What follows belongs to an exercise in optimizing a design on an open flow for a short achievable clock period and few clock cycles per item; a production flow would make more cautious choices.
Function was not checked in any run shown here: the RTL went through the layout flow alone.
Power and IR drop assume default switching activity.

`config.mk`:
```
export PLATFORM = sky130hd
export DESIGN_NAME = bitpack_codec
export DESIGN_NICKNAME = bitpack_codec
export VERILOG_FILES = /design/flow/design.v
export SDC_FILE = /design/flow/constraint.sdc
export NUM_CORES = 4
export LEC_CHECK = 0
export ABC_CLOCK_PERIOD_IN_PS = 2500
export CAP_MARGIN = 20
export CORE_MARGIN = 2
export CORE_UTILIZATION = 40
export SETUP_SLACK_MARGIN = 3.0
export SLEW_MARGIN = 20
```
`run.sh`:
```
#!/bin/bash
# synth_recipe.tcl (not shown) runs the flow's synth.tcl, then flattens the netlist and writes it again
# the make line also repeats each setting of config.mk as NAME=value (left out here)
make -C /OpenROAD-flow-scripts/flow DESIGN_CONFIG=/design/flow/config.mk WORK_HOME=/design/flow/orfs CLKGATE_MAP_FILE= SYNTH_SCRIPT=/design/flow/synth_recipe.tcl finish
```
`design.v`:
```
module bitshift_option_deriver (
    input  wire [7:0] od_in,
    output wire [7:0] opt0,
    output wire [7:0] opt1,
    output wire [7:0] opt2,
    output wire [7:0] opt3
);
    assign opt0 = od_in | {od_in[6:0], 1'b0};
    assign opt1 = od_in & {od_in[6:0], 1'b0};
    assign opt2 = od_in | {1'b0, od_in[7:1]};
    assign opt3 = od_in & {1'b0, od_in[7:1]};
endmodule
module compression_encoder_fsm (
    input  wire       clk,
    input  wire       rst,
    input  wire       in_valid,
    output wire       in_ready,
    input  wire       in_end,
    input  wire [7:0] in_data,
    output wire       out_valid,
    input  wire       out_ready,
    output wire [7:0] out_data,
    output wire       enc_done,
    output wire       enc_collision
);
    localparam Q = 8;
    reg        nrdy;            
    wire       take = in_valid && !nrdy;
    wire [7:0] a_b  = in_end ? 8'h00 : in_data;
    assign in_ready = !(rst || nrdy);
    reg        h0d, h1d;
    reg  [7:0] h0, h1;
    wire [7:0] opt0, opt1, opt2, opt3;
    bitshift_option_deriver u_odr (
        .od_in(h1), .opt0(opt0), .opt1(opt1), .opt2(opt2), .opt3(opt3)
    );
    reg  [1:0] f_op, f_sel;
    always @(*) begin
        f_sel = 2'd0;
        if (h1d && h1 == a_b)            f_op = 2'b11;
        else if (h0d && h0 == a_b)       f_op = 2'b10;
        else if (h1d && opt0 == a_b)     f_op = 2'b01;
        else if (h1d && opt1 == a_b) begin f_op = 2'b01; f_sel = 2'd1; end
        else if (h1d && opt2 == a_b) begin f_op = 2'b01; f_sel = 2'd2; end
        else if (h1d && opt3 == a_b) begin f_op = 2'b01; f_sel = 2'd3; end
        else                             f_op = 2'b00;
    end
    reg        b_v, b_end;
    reg  [1:0] b_op, b_sel;
    reg  [7:0] b_lit;
    reg  [1:0] k;               
    reg  [7:0] cb;              
    reg  [1:0] litn;            
    reg  [7:0] l0, l1, l2;
    reg        coll;
    reg        ended;
    wire       is_lit = (b_op == 2'b00);
    wire       w4     = (b_op == 2'b01);
    wire [2:0] kk     = {1'b0, k} + 3'd1 + {2'b00, w4};
    reg  [7:0] ctrl_f;
    always @(*) begin
        ctrl_f = cb;
        case (k)
            2'd0: begin ctrl_f[7:6] = b_op; if (w4) ctrl_f[5:4] = b_sel; end
            2'd1: begin ctrl_f[5:4] = b_op; if (w4) ctrl_f[3:2] = b_sel; end
            2'd2: begin ctrl_f[3:2] = b_op; if (w4) ctrl_f[1:0] = b_sel; end
            default: ctrl_f[1:0] = b_op;
        endcase
    end
    reg  [7:0] fillm;
    always @(*) begin
        case (kk)
            3'd1:    fillm = 8'h3F;
            3'd2:    fillm = 8'h0F;
            3'd3:    fillm = 8'h03;
            default: fillm = 8'h00;
        endcase
    end
    wire       x5     = (kk == 3'd5);
    wire [7:0] ctrl1  = b_end ? (ctrl_f | fillm) : ctrl_f;
    wire [7:0] ctrl2  = {b_sel, 6'b111111};
    wire [7:0] nl0 = (is_lit && litn == 2'd0) ? b_lit : l0;
    wire [7:0] nl1 = (is_lit && litn == 2'd1) ? b_lit : l1;
    wire [7:0] nl2 = (is_lit && litn == 2'd2) ? b_lit : l2;
    wire [7:0] nl3 = b_lit;
    wire [2:0] nl  = {1'b0, litn} + {2'b00, is_lit};
    wire       endk0  = b_end && (k == 2'd0);
    wire       flush  = (b_v && kk[2]) || (b_end && !endk0);
    wire       push   = flush || endk0;
    wire [7:0] t1 = x5 ? ctrl2 : 8'h01;    
    reg  [7:0] e0, e1, e2, e3, e4, e5;
    reg  [2:0] en;
    always @(*) begin
        e0 = endk0 ? 8'h01 : ctrl1;
        e1 = nl0; e2 = nl1; e3 = nl2; e4 = nl3; e5 = 8'h01;
        if (b_end) begin
            case (nl)
                3'd0: begin e1 = t1; e2 = 8'h01; end
                3'd1: begin e2 = t1; e3 = 8'h01; end
                3'd2: begin e3 = t1; e4 = 8'h01; end
                3'd3: begin e4 = t1; e5 = 8'h01; end
                default: e5 = 8'h01;
            endcase
        end
        if (endk0)       en = 3'd0;
        else if (b_end)  en = nl + 3'd1 + {2'b00, x5};
        else             en = nl;
    end
    reg  [7:0] q0 [0:Q-1];
    reg  [7:0] q1 [0:Q-1];
    reg  [7:0] q2 [0:Q-1];
    reg  [7:0] q3 [0:Q-1];
    reg  [7:0] q4 [0:Q-1];
    reg  [7:0] q5 [0:Q-1];
    reg  [2:0] qn [0:Q-1];
    reg        ql [0:Q-1];
    reg  [2:0] wp, rp;
    reg  [3:0] qc;
    reg  [7:0] c0, c1, c2, c3, c4, c5;    
    reg  [2:0] cn;                        
    reg        cl;                        
    reg        s0v, s1v, s0l, s1l;
    reg  [7:0] s0d, s1d;
    reg        done;
    wire       mv   = s0v && out_ready;
    wire       ce   = (cn == 3'd0);
    wire       qe   = (qc == 4'd0);
    wire       use_q = ce && !qe;
    wire       use_e = ce && qe;
    wire       avail = !ce || !qe || push;
    wire       rd    = avail && !s1v;
    reg  [7:0] g0, g1, g2, g3, g4, g5;
    reg  [2:0] gn;                        
    reg        gl;
    always @(*) begin
        if (!ce) begin
            g0 = c0; g1 = c1; g2 = c2; g3 = c3; g4 = c4; g5 = c5;
            gn = cn - 3'd1; gl = cl;
        end else if (!qe) begin
            g0 = q0[rp]; g1 = q1[rp]; g2 = q2[rp]; g3 = q3[rp]; g4 = q4[rp]; g5 = q5[rp];
            gn = qn[rp]; gl = ql[rp];
        end else begin
            g0 = e0; g1 = e1; g2 = e2; g3 = e3; g4 = e4; g5 = e5;
            gn = en; gl = b_end;
        end
    end
    wire       glast = gl && (gn == 3'd0);
    wire       qpop  = use_q && avail;           
    wire       qpush = push && !(use_e);         
    wire [3:0] qc_n  = qc - {3'd0, qpop} + {3'd0, qpush};
    assign out_valid     = s0v && !rst;
    assign out_data      = s0d;
    assign enc_done      = done;
    assign enc_collision = coll;
    always @(posedge clk) begin
        b_lit <= a_b;
        b_op  <= f_op;
        b_sel <= f_sel;
        if (take && !in_end) begin
            h0 <= h1;
            h1 <= in_data;
        end
        if (b_v && is_lit) begin
            if (litn == 2'd0) l0 <= b_lit;
            if (litn == 2'd1) l1 <= b_lit;
            if (litn == 2'd2) l2 <= b_lit;
        end
        if (b_v) cb <= kk[2] ? (x5 ? {b_sel, 6'b0} : 8'h00) : ctrl_f;
        if (qpush) begin
            q0[wp] <= e0; q1[wp] <= e1; q2[wp] <= e2;
            q3[wp] <= e3; q4[wp] <= e4; q5[wp] <= e5;
            qn[wp] <= en; ql[wp] <= b_end;
        end
        if (rd) begin
            c0 <= g1; c1 <= g2; c2 <= g3; c3 <= g4; c4 <= g5;
        end else if (ce) begin
            c0 <= g0; c1 <= g1; c2 <= g2; c3 <= g3; c4 <= g4; c5 <= g5;
        end
        cl <= gl;
        if (!s0v || mv) begin
            s0d <= s1v ? s1d : g0;
            s0l <= s1v ? s1l : glast;
        end
        if (rd) begin
            s1d <= g0;
            s1l <= glast;
        end
        if (rst) begin
            nrdy  <= 1'b0;
            h0d   <= 1'b0;
            h1d   <= 1'b0;
            b_v   <= 1'b0;
            b_end <= 1'b0;
            k     <= 2'd0;
            litn  <= 2'd0;
            coll  <= 1'b0;
            ended <= 1'b0;
            wp    <= 3'd0;
            rp    <= 3'd0;
            qc    <= 4'd0;
            cn    <= 3'd0;
            s0v   <= 1'b0;
            s1v   <= 1'b0;
            done  <= 1'b0;
        end else begin
            if (take && !in_end) begin
                h0d <= h1d;
                h1d <= 1'b1;
            end
            b_v   <= take && !in_end;
            b_end <= take && in_end;
            if (take && in_end) ended <= 1'b1;
            nrdy  <= ended || (take && in_end) || (qc_n >= 4'd6);
            if (b_v) begin
                k    <= kk[1:0];
                litn <= kk[2] ? 2'd0 : nl[1:0];
            end
            if (flush && ctrl1 == 8'h01) coll <= 1'b1;
            if (qpush) wp <= wp + 3'd1;
            if (qpop)  rp <= rp + 3'd1;
            qc <= qc_n;
            if (rd)               cn <= gn;
            else if (ce && avail) cn <= gn + 3'd1;
            if (!s0v || mv) begin
                s0v <= s1v || rd;
                s1v <= 1'b0;
            end else if (rd) begin
                s1v <= 1'b1;
            end
            if (mv && s0l) done <= 1'b1;
        end
    end
endmodule
module compression_decoder_fsm (
    input  wire       clk,
    input  wire       rst,
    input  wire       in_valid,
    output wire       in_ready,
    input  wire       in_eof,
    input  wire [7:0] in_data,
    output wire       out_valid,
    input  wire       out_ready,
    output wire [7:0] out_data,
    output wire       dec_done,
    output wire [2:0] dec_status
);
    localparam ST_NONE      = 3'd0;
    localparam ST_SENTINEL  = 3'd1;
    localparam ST_EOF_CTRL  = 3'd2;
    localparam ST_EOF_LIT   = 3'd3;
    localparam ST_EOF_SEL   = 3'd4;
    localparam ST_UNDEF_REF = 3'd5;
    localparam OP_LIT  = 2'b00;
    localparam OP_MODP = 2'b01;
    localparam OP_REP2 = 2'b10;
    localparam OP_REP1 = 2'b11;
    reg        nrdy;
    reg        stopped;
    reg  [2:0] status;
    reg  [2:0] r;           
    reg        udp;         
    reg        sp;          
    reg  [1:0] nout;        
    assign in_ready = !(rst || nrdy);
    wire take = in_valid && !nrdy;
    reg        p_ud, p_sp;
    reg  [1:0] p_nout;
    reg  [2:0] p_nlit;
    reg [15:0] p_f;
    reg  [2:0] p_n;
    always @(*) begin : parse
        reg   [1:0] n;
        reg         skip;
        reg   [1:0] op;
        integer     i;
        n = nout; p_nlit = 3'd0; p_ud = 1'b0; p_sp = 1'b0; skip = sp;
        p_f = 16'd0; p_n = 3'd0;
        if (sp) begin
            if (n == 2'd0) p_ud = 1'b1;
            else begin
                n = 2'd2;
                p_f[15:12] = {OP_MODP, in_data[7:6]};
                p_n = 3'd1;
            end
        end
        for (i = 0; i < 4; i = i + 1) begin
            op = in_data[7-2*i -: 2];
            if (p_ud) ;
            else if (skip) skip = 1'b0;
            else begin
                case (op)
                    OP_LIT: begin
                        p_nlit = p_nlit + 3'd1;
                        n = (n == 2'd0) ? 2'd1 : 2'd2;
                        p_f[15-4*p_n -: 4] = {op, 2'b00}; p_n = p_n + 3'd1;
                    end
                    OP_REP1: begin
                        if (n == 2'd0) p_ud = 1'b1;
                        else begin n = 2'd2; p_f[15-4*p_n -: 4] = {op, 2'b00}; p_n = p_n + 3'd1; end
                    end
                    OP_REP2: begin
                        if (n != 2'd2) p_ud = 1'b1;
                        else begin p_f[15-4*p_n -: 4] = {op, 2'b00}; p_n = p_n + 3'd1; end
                    end
                    default: begin
                        if (i == 3) p_sp = 1'b1;
                        else if (n == 2'd0) p_ud = 1'b1;
                        else begin
                            n = 2'd2; skip = 1'b1;
                            p_f[15-4*p_n -: 4] = {op, in_data[5-2*i -: 2]};
                            p_n = p_n + 3'd1;
                        end
                    end
                endcase
            end
        end
        p_nout = n;
    end
    wire       is_ctl = (r == 3'd0);
    wire       is_snt = (in_data == 8'h01);
    reg        t_v;
    reg [15:0] t_f;
    reg  [2:0] t_n;
    reg  [3:0] fq [0:15];
    reg  [3:0] fwp, frp;
    reg  [4:0] fc;
    reg        fne;         
    reg  [7:0] lq [0:15];
    reg  [3:0] lwp, lrp;
    reg  [4:0] lc;
    reg        lne;         
    reg  [7:0] p0, p1;
    reg        s0v, s1v;
    reg  [7:0] s0d, s1d;
    reg        done;
    wire [7:0] opt0, opt1, opt2, opt3;
    bitshift_option_deriver u_odr (
        .od_in(p1), .opt0(opt0), .opt1(opt1), .opt2(opt2), .opt3(opt3)
    );
    wire [3:0] hf    = fq[frp];
    wire [1:0] h_op  = hf[3:2];
    wire [1:0] h_sel = hf[1:0];
    wire       h_lit = (h_op == OP_LIT);
    wire [7:0] hl    = lq[lrp];
    wire       ex    = fne && (!h_lit || lne) && !s1v;
    reg  [7:0] xb;
    always @(*) begin
        case (h_op)
            OP_LIT:  xb = hl;
            OP_REP2: xb = p0;
            OP_REP1: xb = p1;
            default: case (h_sel)
                2'd0:    xb = opt0;
                2'd1:    xb = opt1;
                2'd2:    xb = opt2;
                default: xb = opt3;
            endcase
        endcase
    end
    wire       mv    = s0v && out_ready;
    wire       lpop  = ex && h_lit;
    wire [4:0] fc_n  = fc - {4'd0, ex} + (t_v ? {2'd0, t_n} : 5'd0);
    assign out_valid  = s0v && !rst;
    assign out_data   = s0d;
    assign dec_done   = done;
    assign dec_status = status;
    reg        stop_n;
    reg  [2:0] st_n;
    always @(*) begin
        stop_n = 1'b0;
        st_n   = ST_NONE;
        if (take) begin
            if (is_ctl) begin
                if (in_eof)        begin stop_n = 1'b1; st_n = sp ? ST_EOF_SEL : ST_EOF_CTRL; end
                else if (is_snt)   begin stop_n = 1'b1; st_n = ST_SENTINEL; end
                else if (p_ud && p_nlit == 3'd0) begin stop_n = 1'b1; st_n = ST_UNDEF_REF; end
            end else begin
                if (in_eof)        begin stop_n = 1'b1; st_n = ST_EOF_LIT; end
                else if (r == 3'd1 && udp) begin stop_n = 1'b1; st_n = ST_UNDEF_REF; end
            end
        end
    end
    wire       tok_ctl = take && is_ctl && !in_eof && !is_snt;
    wire       tok_lit = take && !is_ctl && !in_eof;
    wire [2:0] r_n     = tok_ctl ? p_nlit : (tok_lit ? r - 3'd1 : r);
    wire [4:0] lc_n    = lc - {4'd0, lpop} + {4'd0, tok_lit};
    wire [3:0] fw0 = fwp;
    wire [3:0] fw1 = fwp + 4'd1;
    wire [3:0] fw2 = fwp + 4'd2;
    wire [3:0] fw3 = fwp + 4'd3;
    integer j;
    always @(posedge clk) begin
        t_f <= p_f;
        t_n <= p_n;
        for (j = 0; j < 16; j = j + 1) begin
            if (t_v && t_n > 3'd0 && fw0 == j)       fq[j] <= t_f[15:12];
            else if (t_v && t_n > 3'd1 && fw1 == j)  fq[j] <= t_f[11:8];
            else if (t_v && t_n > 3'd2 && fw2 == j)  fq[j] <= t_f[7:4];
            else if (t_v && t_n > 3'd3 && fw3 == j)  fq[j] <= t_f[3:0];
        end
        if (tok_lit)
            lq[lwp] <= in_data;
        if (ex) begin
            p0 <= p1;
            p1 <= xb;
        end
        if (!s0v || mv)
            s0d <= s1v ? s1d : xb;
        if (ex)
            s1d <= xb;
        if (rst) begin
            nrdy    <= 1'b0;
            stopped <= 1'b0;
            status  <= ST_NONE;
            r       <= 3'd0;
            udp     <= 1'b0;
            sp      <= 1'b0;
            nout    <= 2'd0;
            t_v     <= 1'b0;
            fwp     <= 4'd0;
            frp     <= 4'd0;
            fc      <= 5'd0;
            fne     <= 1'b0;
            lwp     <= 4'd0;
            lrp     <= 4'd0;
            lc      <= 5'd0;
            lne     <= 1'b0;
            s0v     <= 1'b0;
            s1v     <= 1'b0;
            done    <= 1'b0;
        end else begin
            t_v <= tok_ctl;
            if (tok_ctl) begin
                udp  <= p_ud;
                sp   <= p_sp;
                nout <= p_nout;
            end
            r <= r_n;
            if (stop_n) begin
                stopped <= 1'b1;
                status  <= st_n;
            end
            nrdy <= stopped || stop_n || (r_n == 3'd0 && fc_n > 5'd8);
            if (t_v) fwp <= fwp + {1'b0, t_n};
            if (ex)  frp <= frp + 4'd1;
            fc  <= fc_n;
            fne <= (fc_n != 5'd0);
            if (tok_lit) lwp <= lwp + 4'd1;
            if (lpop)    lrp <= lrp + 4'd1;
            lc  <= lc_n;
            lne <= (lc_n != 5'd0);
            if (!s0v || mv) begin
                s0v <= s1v || ex;
                s1v <= 1'b0;
            end else if (ex) begin
                s1v <= 1'b1;
            end
            if (stopped && !t_v && (!fne || (h_lit && !lne)) && !s1v && (!s0v || mv))
                done <= 1'b1;
        end
    end
endmodule
module bitpack_codec (
    input  wire       clk,
    input  wire       rst,
    input  wire       enc_in_valid,
    output wire       enc_in_ready,
    input  wire       enc_in_end,
    input  wire [7:0] enc_in_data,
    output wire       enc_out_valid,
    input  wire       enc_out_ready,
    output wire [7:0] enc_out_data,
    output wire       enc_done,
    output wire       enc_collision,
    input  wire       dec_in_valid,
    output wire       dec_in_ready,
    input  wire       dec_in_eof,
    input  wire [7:0] dec_in_data,
    output wire       dec_out_valid,
    input  wire       dec_out_ready,
    output wire [7:0] dec_out_data,
    output wire       dec_done,
    output wire [2:0] dec_status
);
    compression_encoder_fsm u_enc (
        .clk(clk), .rst(rst),
        .in_valid(enc_in_valid), .in_ready(enc_in_ready),
        .in_end(enc_in_end), .in_data(enc_in_data),
        .out_valid(enc_out_valid), .out_ready(enc_out_ready),
        .out_data(enc_out_data),
        .enc_done(enc_done), .enc_collision(enc_collision)
    );
    compression_decoder_fsm u_dec (
        .clk(clk), .rst(rst),
        .in_valid(dec_in_valid), .in_ready(dec_in_ready),
        .in_eof(dec_in_eof), .in_data(dec_in_data),
        .out_valid(dec_out_valid), .out_ready(dec_out_ready),
        .out_data(dec_out_data),
        .dec_done(dec_done), .dec_status(dec_status)
    );
endmodule
```
`constraint.sdc`:
```
create_clock -name core_clock -period 6.0 [get_ports {clk}]
set_input_delay 1.2000 -clock core_clock [delete_from_list [all_inputs] [get_ports {clk}]]
set_output_delay 1.2000 -clock core_clock [all_outputs]
set_load 0.01 [all_outputs]
```
==> flow_metrics.tcl, run 1 <==
set metrics [dict create \
    outcome "complete, no violations" \
    ir_drop_v 0.0002768 \
    clock_path_buffers 3 \
    timing.critical_path.from_type "primary input" \
    slowest_delay_ps 550 \
    cap_viol_max_count 0 \
    place_congestion 0.9399 \
    slowest_stage "or4_4" \
    floorplan.initialDensity 0.4019 \
    yosysUniqueCellTypes 93 \
    grt_antenna_before_repair 2 \
    detail_route.iter0.violations 2489 \
    core-area_um2 93050 \
    placementRows 112 \
    crit_chain "buf_8, or3_4, clkinv_4, nor3_4, o41ai_4, inv_4, ha_4, inv_4, ha_4, nand2_2, o21a_4, and3_4, ha_4, or4_4, buf_6, a211oi_4, a21boi_4, a21oi_2, o22ai_1" \
    power_leakage_nw 14.79 \
    die-area_um2 95960 \
    dp_hpwl_um 62220 \
    cts-buffers-inserted 85 \
    report.final.slew_viol_count 0 \
    grt.overflow.total 0 \
    grt_pass1_wl_um 151500 \
    antenna_left 0 \
    async_reset_ff_frac 0 \
    timing.critical_path.arrival_ps 4830 \
    power-per-cell-area_nw_per_um2 401.6 \
    ctsHoldBuffers 0 \
    synth_edf_count 682 \
    clk_pin_slew_worst_paths_ps 60 \
    top_usage_layer "met2" \
    fillerInstances 8114 \
    rsz_0062_raised_after_global_routing "true" \
    post-route-worst-setup-slack_ps 1723 \
    critical_path_peak_fanout 5 \
    grt_util_all_layers 0.2086 \
    grt_max_degree 71 \
    clock.fmax_mhz 233.8 \
    groute.layer.met3.usage 0.03197 \
    totalWireLength_um 102200 \
    pre_cts_ws_ps 263.9 \
    clkLatencyLatePin_ps 660 \
    cts.htree.levels 3 \
    path_depth 19 \
    rr_worst_depth 18 \
    clkSinkCount 792 \
    grt.met2_usage 0.3573 \
    avgViaCountPerCell 5.694 \
    yosys.cell_count.top_type "edfxtp_1" \
    period_needed_ps 4277 \
    tritoncts "done" \
    synth.cell_area_um2 37400 \
    min-delay-path-class "reg -> reg" \
    cts_root_buf "clkbuf_16" \
    route.detailed.wl_per_inst_um 23.24 \
    remaining_drc_errors 0 \
    netlist_top_cells_count "682 x edfxtp_1, 245 x nand2_1, 230 x nor2_1" \
    setup-tns-final_ps 0 \
    synth_seq_cells 792 \
    dr_total_vias 25030 \
    worst_clock_skew_ps 29.45 \
    cp.buffers_inverters 5 \
    setup_viol_count_final 0 \
    worstMarginPinSlew_ps 1034 \
    syn-instance-count 2912 \
    die_w_um 309.8 \
    synth_area_leader_cell "edfxtp_1" \
    synth_area_per_cell_um2 12.84 \
    critPathMostFrequentCell "ha_4" \
    cp_class "in -> reg" \
    fin_nets 3168 \
    ys_warn_count 3 \
    synth_area_leaders "edfxtp_1 55%, mux4_2 7.8%, dfxtp_1 5.9%" \
    finalCritPeriodShare 0.7128 \
    critical_path.top_delay_family "compound AO/OA/AOI/OAI gates" \
    timing_hold_violations_final 0 \
    dieHeight_um 309.8 \
    share_of_synthesized_area_occupied_by_flip_flops_and_latches 0.6064 \
    number_of_global_route_vias_before_repair 24540 \
    timing.slew.headroom 0.3078 \
    worstPathRequired_ps 6550 \
    setup.worst_path.end_class "flop" \
    top_level_ports 50 \
    worst_hold_path.num_cells 1 \
    dominantRegCellSynth "edfxtp_1" \
    global_route_met1_usage 0.2734 \
    finalPower_mw 18.05 \
    area.growth.synth_to_final_pct 20.17 \
    netlist.area_leader.share 0.5476 \
    drt_pre_antenna_iters 7 \
    post_route_cells_drive_above_1_share 0.2512 \
    buffer_ports.inserted 49 \
]
final cells by class:
class,count,area [um^2],share of cell area
flip-flops and latches,792,22720,0.5055
multi-input cells,1857,15430,0.3432
clock buffers,107,2250,0.05005
repair buffers,244,2205,0.04905
well taps,1254,1569,0.03491
clock inverters,51,395.4,0.008797
inverters,90,379.1,0.008435
diodes,1,2.502,0.00005568
per-stage QoR:
| stage | instance area [um^2] | util | hold WS [ps] | instances |
|---|---|---|---|---|
| 2_1_floorplan | 37960 | - | 418.2 | 2914 |
| 3_3_place_gp | 39660 | 0.4262 | 432.3 | 4088 |
| 3_5_place_dp | 39670 | 0.4264 | 449.1 | 4089 |
| 4_1_cts | 43700 | 0.4697 | 463.3 | 4324 |
| 5_1_grt | 44940 | 0.4830 | 485.2 | 4395 |
| 6_report | 44950 | 0.4830 | 456.7 | 4396 |
final timing paths:
path         slack [ps]            from             to
max                1720  dec_in_data[6]  u_dec.t_f[10]
min                 460     u_enc.ended    u_enc.ended
max reg2reg        1900        u_dec.sp  u_dec.t_f[10]
min reg2reg         460     u_enc.ended    u_enc.ended
layer usage:
layer / part of all wire / up-vias
met5: 0.00024 / -
met1: 0.42 / 12620
met4: 0.030 / 4
li1: - / 11390
met3: 0.055 / 205
met2: 0.50 / 815
state kept, by name, indices dropped and copies added (netlist names), 16 cells and up, named ones only:
signal     count
u_dec.t_f     16
u_enc.q0      64
u_enc.q2      64
u_enc.qn      24
u_enc.q1      64
u_enc.q3      64
u_dec.lq     128
u_enc.q4      64
u_dec.fq      64
power breakdown:
part / leakage [nW] / total [mW] / switching [mW] / internal (mW)
sequential: 7.16 / 7.13 / 0.378 / 6.75
clock: 1.27 / 4.99 / 2.21 / 2.77
combinational: 6.37 / 5.93 / 3.24 / 2.69
cells by family after synthesis:
family                     count (synthesis)  share of synthesized area
buffers and inverters                    267                    0.02834
xor gates and xnor gates                  53                    0.01241
adders and majority gates                 74                    0.02576
and+or+nand+nor                          818                     0.1038
muxes                                    289                     0.1215
other                                      2                  0.0002008
DFF                                      792                     0.6064
AOI/OAI and AO/OA                        617                     0.1015
cell usage in the layout (no fill, tap or decap), types with 12 or more instances in the layout:
master             n
a211oi_1          18
a21o_1            19
a21oi_1          169
a21oi_2           32
a21oi_4           12
a22o_1            16
a22oi_1           14
a31oi_1           14
and2_1            19
buf_4            161
buf_6             22
clkbuf_1          18
clkbuf_16         86
clkdlybuf4s50_1   37
clkinv_1          21
clkinv_2          12
dfxtp_1           93
edfxtp_1         682
ha_1              43
ha_4              24
inv_1             70
mux2_2            30
mux2i_1          128
mux4_2           129
nand2_1          236
nand2b_1          31
nand3_1           76
nand4_1           13
nor2_1           188
nor2_2            25
nor2_4            19
nor2b_1           23
nor3_1            46
o211a_1           17
o211ai_1          12
o21ai_0          156
o21ai_2           13
o22ai_1           14
xnor2_1           35
timing repair:
item / CTS / global route
endpoints found under the setup margin: 904 / 472
pin swaps: 52 / 76
resized for setup: 219 / 164
gates cloned: 3 / 1
buffers inserted: 74 / 70
==> run 2: changes to the inputs <==
--- a/config.mk
+++ b/config.mk
@@ -5,9 +5,9 @@
 export SDC_FILE = /design/flow/constraint.sdc
 export NUM_CORES = 4
 export LEC_CHECK = 0
-export ABC_CLOCK_PERIOD_IN_PS = 2500
+export ABC_CLOCK_PERIOD_IN_PS = 3000
 export CAP_MARGIN = 20
 export CORE_MARGIN = 2
 export CORE_UTILIZATION = 40
-export SETUP_SLACK_MARGIN = 3.0
+export SETUP_SLACK_MARGIN = 1.5
 export SLEW_MARGIN = 20
==> run 2 against run 1 <==
  * Via count decreased by 2.4%
  * Largest power group unchanged
  * Critical path depth unchanged
  * Sequential power increased by 1%
==> flow_metrics.tcl, run 2 <==
set metrics [dict create \
    grt_antenna_before_repair 0 \
    worstPathRequired_ps 6540 \
    antenna_left 0 \
    slowest_stage "or4_4" \
    place_congestion 0.9110 \
    fin_nets 3037 \
    timing.critical_path.arrival_ps 5000 \
    timing.slew.headroom 0.2510 \
    synth_area_leaders "edfxtp_1 55%, mux4_2 7.8%, dfxtp_1 5.9%" \
    ir_drop_v 0.0002148 \
    outcome "complete, no violations" \
    clkSinkCount 792 \
    ys_warn_count 3 \
    post_route_cells_drive_above_1_share 0.1495 \
    die-area_um2 95960 \
    slowest_delay_ps 540 \
    placementRows 112 \
    period_needed_ps 4466 \
    yosys.cell_count.top_type "edfxtp_1" \
    worst_hold_startpoint "u_enc.ended" \
    rsz_0062_raised_after_global_routing "true" \
    cp-startpoint "dec_in_data[6]" \
    syn-instance-count 2912 \
    detail_route.iter0.violations 2083 \
    die_w_um 309.8 \
    clkLatencyLatePin_ps 630 \
    clock.fmax_mhz 223.9 \
    registers.top_by_ff_count "u_dec.lq" \
    netlist_top_cells_count "682 x edfxtp_1, 245 x nand2_1, 230 x nor2_1" \
    report.final.slew_viol_count 0 \
    timing.hold.ws_ps 444.7 \
    r2r-start "u_dec.sp" \
    grt_util_all_layers 0.2037 \
    yosysUniqueCellTypes 93 \
    setup-tns-final_ps 0 \
    setup_viol_count_final 0 \
    worstMarginPinSlew_ps 1115 \
    critPathMostFrequentCell "ha_4" \
    power-per-cell-area_nw_per_um2 406.1 \
    synth_area_per_cell_um2 12.84 \
    finalCritPeriodShare 0.7443 \
    setup.worst_path.end_class "flop" \
    route.detailed.wl_per_inst_um 23.07 \
    tritoncts "done" \
    rr_worst_depth 18 \
    crit_chain "buf_4, or3_4, clkinv_4, nor3_4, o41ai_4, inv_4, ha_4, inv_2, ha_4, nand2_2, o21a_4, and3_4, ha_4, or4_4, buf_4, a211oi_4, a21boi_2, a21oi_1, o22ai_1" \
    clk_pin_slew_worst_paths_ps 60 \
    dieHeight_um 309.8 \
    wirelength_met1_um 42280 \
    cts_root_buf "clkbuf_16" \
    detailroute.wirelength.met3_um 5383 \
    timing_hold_violations_final 0 \
    avgViaCountPerCell 5.740 \
    buffer_ports.inserted 49 \
    synth_edf_count 682 \
    grt.overflow.total 0 \
    dr_total_vias 24440 \
    r2r-end "u_dec.t_f[10]" \
    grt_pass1_wl_um 148500 \
    critical_path_peak_fanout 8 \
    reg2reg_slack_ps 1690 \
    min-delay-path-class "reg -> reg" \
    layout.cells.most_common_list "682 x edfxtp_1, 242 x nand2_1, 226 x nor2_1" \
    diodes 0 \
    worst_hold_path.num_cells 1 \
    dp_hpwl_um 63060 \
    grt_max_degree 55 \
    leading_cell_type_in_the_layout_fill_and_taps_excluded "edfxtp_1" \
    dr.max_layer_used "met4" \
    top_level_ports 50 \
    synth.cell_area_um2 37400 \
    cts-buffers-inserted 84 \
    dominantRegCellSynth "edfxtp_1" \
    core-area_um2 93050 \
    synth_area_leader_cell "edfxtp_1" \
    totalWireLength_um 98210 \
    worst_clock_skew_ps 30.06 \
    cts.htree.levels 3 \
    netlist.area_leader.share 0.5476 \
    async_reset_ff_frac 0 \
    largest_register_ffs 128 \
    share_of_synthesized_area_occupied_by_flip_flops_and_latches 0.6064 \
    cp_class "in -> reg" \
    drt_pre_antenna_iters 6 \
    number_of_global_route_vias_before_repair 24330 \
    clock_path_buffers 3 \
    power_leakage_nw 13.90 \
    area.growth.synth_to_final_pct 13.46 \
    synth_seq_cells 792 \
    wl_met2_um 47720 \
    timing.critical_path.from_type "primary input" \
    floorplan.initialDensity 0.4019 \
    holdPathEnd "u_enc.ended" \
    remaining_drc_errors 0 \
    cap_viol_max_count 0 \
]
==> run 2: changes by cell type in the layout (fill, tap and decap cells not counted), moves of 16 or more <==
cell / previous run / this run
a21oi_1: 169 / 208
a21oi_2: 32 / 5
buf_4: 161 / 65
buf_6: 22 / 2
ha_1: 43 / 59
ha_4: 24 / 8
nor2_1: 188 / 226
nor2_2: 25 / 2
nor2_4: 19 / 2
==> run 2: timing repair <==
action / 4_1_cts / 5_1_grt
gates resized for setup: 33 / 28
setup buffers: 4 / 13
pin swaps: 6 / 10
hold buffers: 0 / 0
setup endpoints to repair: 18 / 14
==> run 2: worst max-delay path by stage <==
stage,end,slack [ps],cells after the start
2_1_floorplan,u_enc.q0[3][0],380,10
3_3_place_gp,u_dec.t_f[15],480,19
3_5_place_dp,u_dec.t_f[15],390,18
4_1_cts,u_dec.t_f[3],1530,17
5_1_grt,u_dec.nrdy,1440,19
6_report,u_dec.t_f[10],1530,19
==> run 2: logic make-up after synthesis <==
| logic type | share of synthesized area |
|---|---|
| AO/OA/AOI/OAI | 0.1015 |
| XOR/XNOR | 0.01241 |
| adder cells (fa/ha/maj) | 0.02576 |
| buffers and inverters | 0.02834 |
| flip-flops | 0.6064 |
| multiplexers | 0.1215 |
| other | 0.0002008 |
| AND/OR/NAND/NOR | 0.1038 |
==> run 2: cell type report <==
class	instances	area, um^2
timing repair buffer	116	1016
clock buffer	107	2240
fill	8313	50610
multi-input combinational	1855	14090
tap	1254	1569
clock inverter	43	476.7
inverter	90	345.3
sequential	792	22700
==> run 2: metal layers <==
layer,vias up,GRT usage
li1,11100,-
met1,12340,0.2711
met2,814,0.3417
met3,191,0.03375
met4,0,0.06348
met5,-,0
==> run 2: stage by stage <==
| step | power, mW | instances | setup WS [ps] | area (um^2) | utilization |
|---|---|---|---|---|---|
| after detailed placement | 12.07 | 4090 | 390.7 | 39390 | 0.4233 |
| after floorplan | 10.61 | 2914 | 376.4 | 37530 | - |
| final | 17.23 | 4257 | 1534 | 42440 | 0.4561 |
| after global routing | 18.09 | 4257 | 1445 | 42440 | 0.4561 |
| after global placement | 11.92 | 4090 | 482.8 | 39390 | 0.4233 |
| after CTS | 17.31 | 4244 | 1528 | 42230 | 0.4538 |
==> run 2: power breakdown <==
part           total, mW  internal (mW)  switching, mW
sequential          7.21           6.75          0.460
combinational       4.87           2.09           2.78
clock               5.15           3.03           2.12
total               17.2           11.9           5.36
==> run 2: worst max-delay path: cells and delay by family <==
| family | cells | cell delay [ps] |
|---|---|---|
| AO/OA/AOI/OAI | 6 | 1440 |
| AND/OR/NAND/NOR | 5 | 1260 |
| adder cells (fa/ha/maj) | 3 | 580 |
| buffers and inverters | 5 | 510 |

## static timing again, ports no longer ideal
The flow's constraints put no driver on any port. The routed layouts listed below were extracted and timed again, unchanged, in two steps. Step 1, drivers: a clkbuf_16 drives clk and a buf_2 each remaining input, both assumed. Step 2 also shifts input and output timing later by t, the mid clock arrival at the registers, as if the neighbouring blocks saw the same clock. Slacks: ideal ports / drivers / drivers and shift; pairs: ideal ports / drivers.
run | t, ns | setup WS [ns] | clock arrival spread, ns
run 1 | 0.708 | 1.723 / 1.719 / 1.010 | 0.040 / 0.041
run 2 | 0.685 | 1.534 / 1.572 / 0.887 | 0.036 / 0.036
After both steps every run listed still meets setup and hold. The setup slack of run 1, which loses most, moves by -0.004 ns with the drivers and by -0.713 ns with both steps.
